Background: an optimization exercise with open tools, aiming at small area, a short achievable clock period and few clock cycles per item. Do not read the settings as production practice.
Function was checked by simulation only, so behaviour that the tests miss may differ from the original.

run 1:
Design cxu_hexw, start of the top module:
module cxu_hexw (
    input  wire         clk,
    input  wire         rst,         
    input  wire         cmd_valid,
    output wire         cmd_ready,
    input  wire [1:0]   layout,      
    input  wire [127:0] x,           
    input  wire         pv,          
    input  wire [31:0]  prec,        
    input  wire [63:0]  first,
    input  wire [63:0]  last,
    output reg          mem_we,
    output wire [63:0]  mem_addr,
    output wire [7:0]   mem_wdata,
    input  wire         mem_ack,
    output reg          done,
    output wire [3:0]   status,
    output wire [63:0]  cursor
);
Size: about 3100 cells after synthesis, ~25000 um2 of cells after synthesis.
Settings: LEC_CHECK=0, ABC_AREA=1, CAP_MARGIN=20, CORE_MARGIN=2, CORE_UTILIZATION=55, SLEW_MARGIN=20, TNS_END_PERCENT=0; clock period 40.0 ns.
standard.sh (not shown) runs the stock make flow with config.mk's settings and CLKGATE_MAP_FILE= SYNTH_SCRIPT=/design/flow/synth_recipe.tcl, a recipe that flattens the netlist after the stock synthesis.
==> flow/flow/run.sh <==
#!/bin/bash
# The standard layout (standard.sh: ORFS synthesis through finish), with two changes
# to how the layout is made; the clock, I/O delays and loads are unchanged:
#  - the timing repair steps aim for a large setup slack, so they work towards a short
#    achieved period instead of stopping once the 40 ns clock is met;
#  - every input and output port still gets its own buffer, but a plain buf_1 rather than
#    the delay cell buffer_ports picks by default.
# The make output goes to standard.log; ORFS's per-step logs stay under orfs/logs.
set -euo pipefail
export SETUP_SLACK_MARGIN=32
export BUFFER_PORTS_ARGS="-buffer_cell sky130_fd_sc_hd__buf_1"
bash standard.sh > standard.log 2>&1
Testbench counts of run 1, summed over its fixed seeds: cycles 54,901, items 3,200.
## Diff of input files: run 2 against run 1
# run 1
export LEC_CHECK = 0
export ABC_AREA = 1
export CAP_MARGIN = 20
export CORE_MARGIN = 2
export CORE_UTILIZATION = 55
export SLEW_MARGIN = 20
export TNS_END_PERCENT = 0
create_clock -name core_clock -period 40.0 [get_ports {clk}]
# run 2
export LEC_CHECK = 0
export ABC_AREA = 1
export CAP_MARGIN = 20
export CORE_MARGIN = 2
export CORE_UTILIZATION = 55
export GPL_TIMING_DRIVEN = 1
export SLEW_MARGIN = 20
export TNS_END_PERCENT = 0
create_clock -name core_clock -period 40.0 [get_ports {clk}]
-- flow/flow/run.sh --
<<< run 1, line 8
# The make output goes to standard.log; ORFS's per-step logs stay under orfs/logs.
set -euo pipefail
export SETUP_SLACK_MARGIN=32
export BUFFER_PORTS_ARGS="-buffer_cell sky130_fd_sc_hd__buf_1"
bash standard.sh > standard.log 2>&1
>>> run 2, line 8
# The make output goes to standard.log; ORFS's per-step logs stay under orfs/logs.
set -euo pipefail
export SETUP_SLACK_MARGIN=31
export BUFFER_PORTS_ARGS="-buffer_cell sky130_fd_sc_hd__buf_1"
bash standard.sh > standard.log 2>&1
Findings:
Compared with run 1, in run 2 overall routed net length decreased about 0.75%; maximum clock path buffer count did not really move; fmax saw little to no change; global-route usage moved down.
Detailed-routing iteration count for the pre-antenna-repair pass down 2 in run 2 wrt run 1
Run 2: share of the final layout cell area in multi-input gates higher than run 1
Summary of run 2 over run 1: number of cells in the design after placement roughly the same, area fraction of clock buffers and clock inverters lost 0.20 points.
The inputs of run 3 differ from those of run 2 as listed below.
# run 2
export LEC_CHECK = 0
export ABC_AREA = 1
export CAP_MARGIN = 20
export CORE_MARGIN = 2
export CORE_UTILIZATION = 55
export GPL_TIMING_DRIVEN = 1
export SLEW_MARGIN = 20
export TNS_END_PERCENT = 0
create_clock -name core_clock -period 40.0 [get_ports {clk}]
# run 3
export LEC_CHECK = 0
export ABC_AREA = 1
export CAP_MARGIN = 20
export CORE_MARGIN = 2
export CORE_UTILIZATION = 55
export SLEW_MARGIN = 20
export TNS_END_PERCENT = 0
create_clock -name core_clock -period 40.0 [get_ports {clk}]
## What came out
Width of the chip across run 3 and run 2: no real change.
Run 3 went all the way through synthesis, placement and routing and the layout is clean on timing, DRC and antenna.
The filler-free cell count of the finished design was comparable across run 3 and run 2.
Diff run 2..run 3 | met1 global-route usage | unchanged
The layout multi-input combinational cell count was comparable across run 3 and run 2.
#### Input delta (run 4 over run 3)
# run 3
export LEC_CHECK = 0
export ABC_AREA = 1
export CAP_MARGIN = 20
export CORE_MARGIN = 2
export CORE_UTILIZATION = 55
export SLEW_MARGIN = 20
export TNS_END_PERCENT = 0
create_clock -name core_clock -period 40.0 [get_ports {clk}]
# run 4
export LEC_CHECK = 0
export ABC_AREA = 1
export CAP_MARGIN = 20
export CORE_MARGIN = 2
export CORE_UTILIZATION = 55
export CTS_BUF_LIST = sky130_fd_sc_hd__clkbuf_4
export SLEW_MARGIN = 20
export TNS_END_PERCENT = 0
create_clock -name core_clock -period 40.0 [get_ports {clk}]
## What came out
Register-to-register slack down 110 ps in run 4 wrt run 3
Run 4 and run 3 ended up with nearly the same sequential share of cell area.
In run 4 relative to run 3, final cell count had gone up by a few percent.
The synthesis-to-finish area growth was comparable across run 4 and run 3.
Between run 3 and run 4, the final standard cell utilization of the core figures differ only marginally.
Diff run 3 -> run 4: final number of setup-violating endpoints closely matched the old numbers; cell area closely matched the old numbers.
Least setup slack across all paths after layout in run 4 is 280 ps below run 3.
Between run 3 and run 4, the area used by sequential logic in the layout does not differ in any meaningful way.
Modified inputs, run 5 compared to run 4
# run 4
export LEC_CHECK = 0
export ABC_AREA = 1
export CAP_MARGIN = 20
export CORE_MARGIN = 2
export CORE_UTILIZATION = 55
export CTS_BUF_LIST = sky130_fd_sc_hd__clkbuf_4
export SLEW_MARGIN = 20
export TNS_END_PERCENT = 0
create_clock -name core_clock -period 40.0 [get_ports {clk}]
# run 5
export LEC_CHECK = 0
export ABC_AREA = 1
export CAP_MARGIN = 20
export CORE_MARGIN = 2
export CORE_UTILIZATION = 65
export SLEW_MARGIN = 20
export TNS_END_PERCENT = 0
create_clock -name core_clock -period 40.0 [get_ports {clk}]
Findings:
Pin count of the biggest net entering global routing shrinks by more than a quarter when moving from run 4 to run 5.
Going from run 4 to run 5, maximum clock rate went up by 2.5 MHz; number of gates resized after CTS lower; sequential share of layout area shows no meaningful change; share of the final layout cell area in multi-input gates rose by 0.95 points.
Taking run 4 as the reference, in run 5 core box area lost about 15%, post-route non-filler standard cell count shows a reduction of 4.8%, setup slack now larger, clock period minus final worst setup slack went down.
The following lists how run 6 was set up differently from run 5:
# run 5
export LEC_CHECK = 0
export ABC_AREA = 1
export CAP_MARGIN = 20
export CORE_MARGIN = 2
export CORE_UTILIZATION = 65
export SLEW_MARGIN = 20
export TNS_END_PERCENT = 0
create_clock -name core_clock -period 40.0 [get_ports {clk}]
# run 6
export LEC_CHECK = 0
export ABC_AREA = 1
export CAP_MARGIN = 20
export CORE_MARGIN = 2
export CORE_UTILIZATION = 55
export CTS_BUF_LIST = sky130_fd_sc_hd__clkbuf_8
export SLEW_MARGIN = 20
export TNS_END_PERCENT = 0
create_clock -name core_clock -period 40.0 [get_ports {clk}]
Results
- Reported for run 5 and run 6, multi-input combinational cell count turned out identical to the last digit.
- Wire length per cell after detailed routing in run 6 is 5.5% lower than in run 5
- Against run 5 as the reference, run 6 delivers a higher worst-case setup slack after placement.

[static timing again, ports no longer ideal]
In the flow no input, the clock included, has a driving cell. The finished layouts below were timed again as built, in two steps.
Step 1 sets driving cells, clkbuf_16 on the clock port and buf_2 on the other inputs (assumed; they add their load-dependent delay and slew).
Step 2 also shifts input and output timing later by t, the mid clock arrival at the registers, as if the neighbouring blocks saw the same clock.
a / b / c = ideal ports / drivers / drivers and shift; a / b = the first two.
run | shift t [ns] | setup slack, ns | hold slack, ns
run 1 | 0.610 | 30.926 / 30.865 / 30.528 | 0.480 / 0.480 / 0.480
run 2 | 0.613 | 30.909 / 30.850 / 30.465 | 0.468 / 0.468 / 0.468
run 3 | 0.613 | 30.909 / 30.850 / 30.465 | 0.468 / 0.468 / 0.468
run 4 | 0.875 | 30.631 / 30.573 / 30.362 | 0.469 / 0.469 / 0.469
run 5 | 0.611 | 30.843 / 30.786 / 30.348 | 0.471 / 0.471 / 0.471
run 6 | 0.701 | 30.816 / 30.759 / 30.441 | 0.465 / 0.465 / 0.465
After both steps every run listed still meets setup and hold. The setup slack of run 5, which loses most, moves by -0.057 ns with the drivers and by -0.495 ns with both steps.
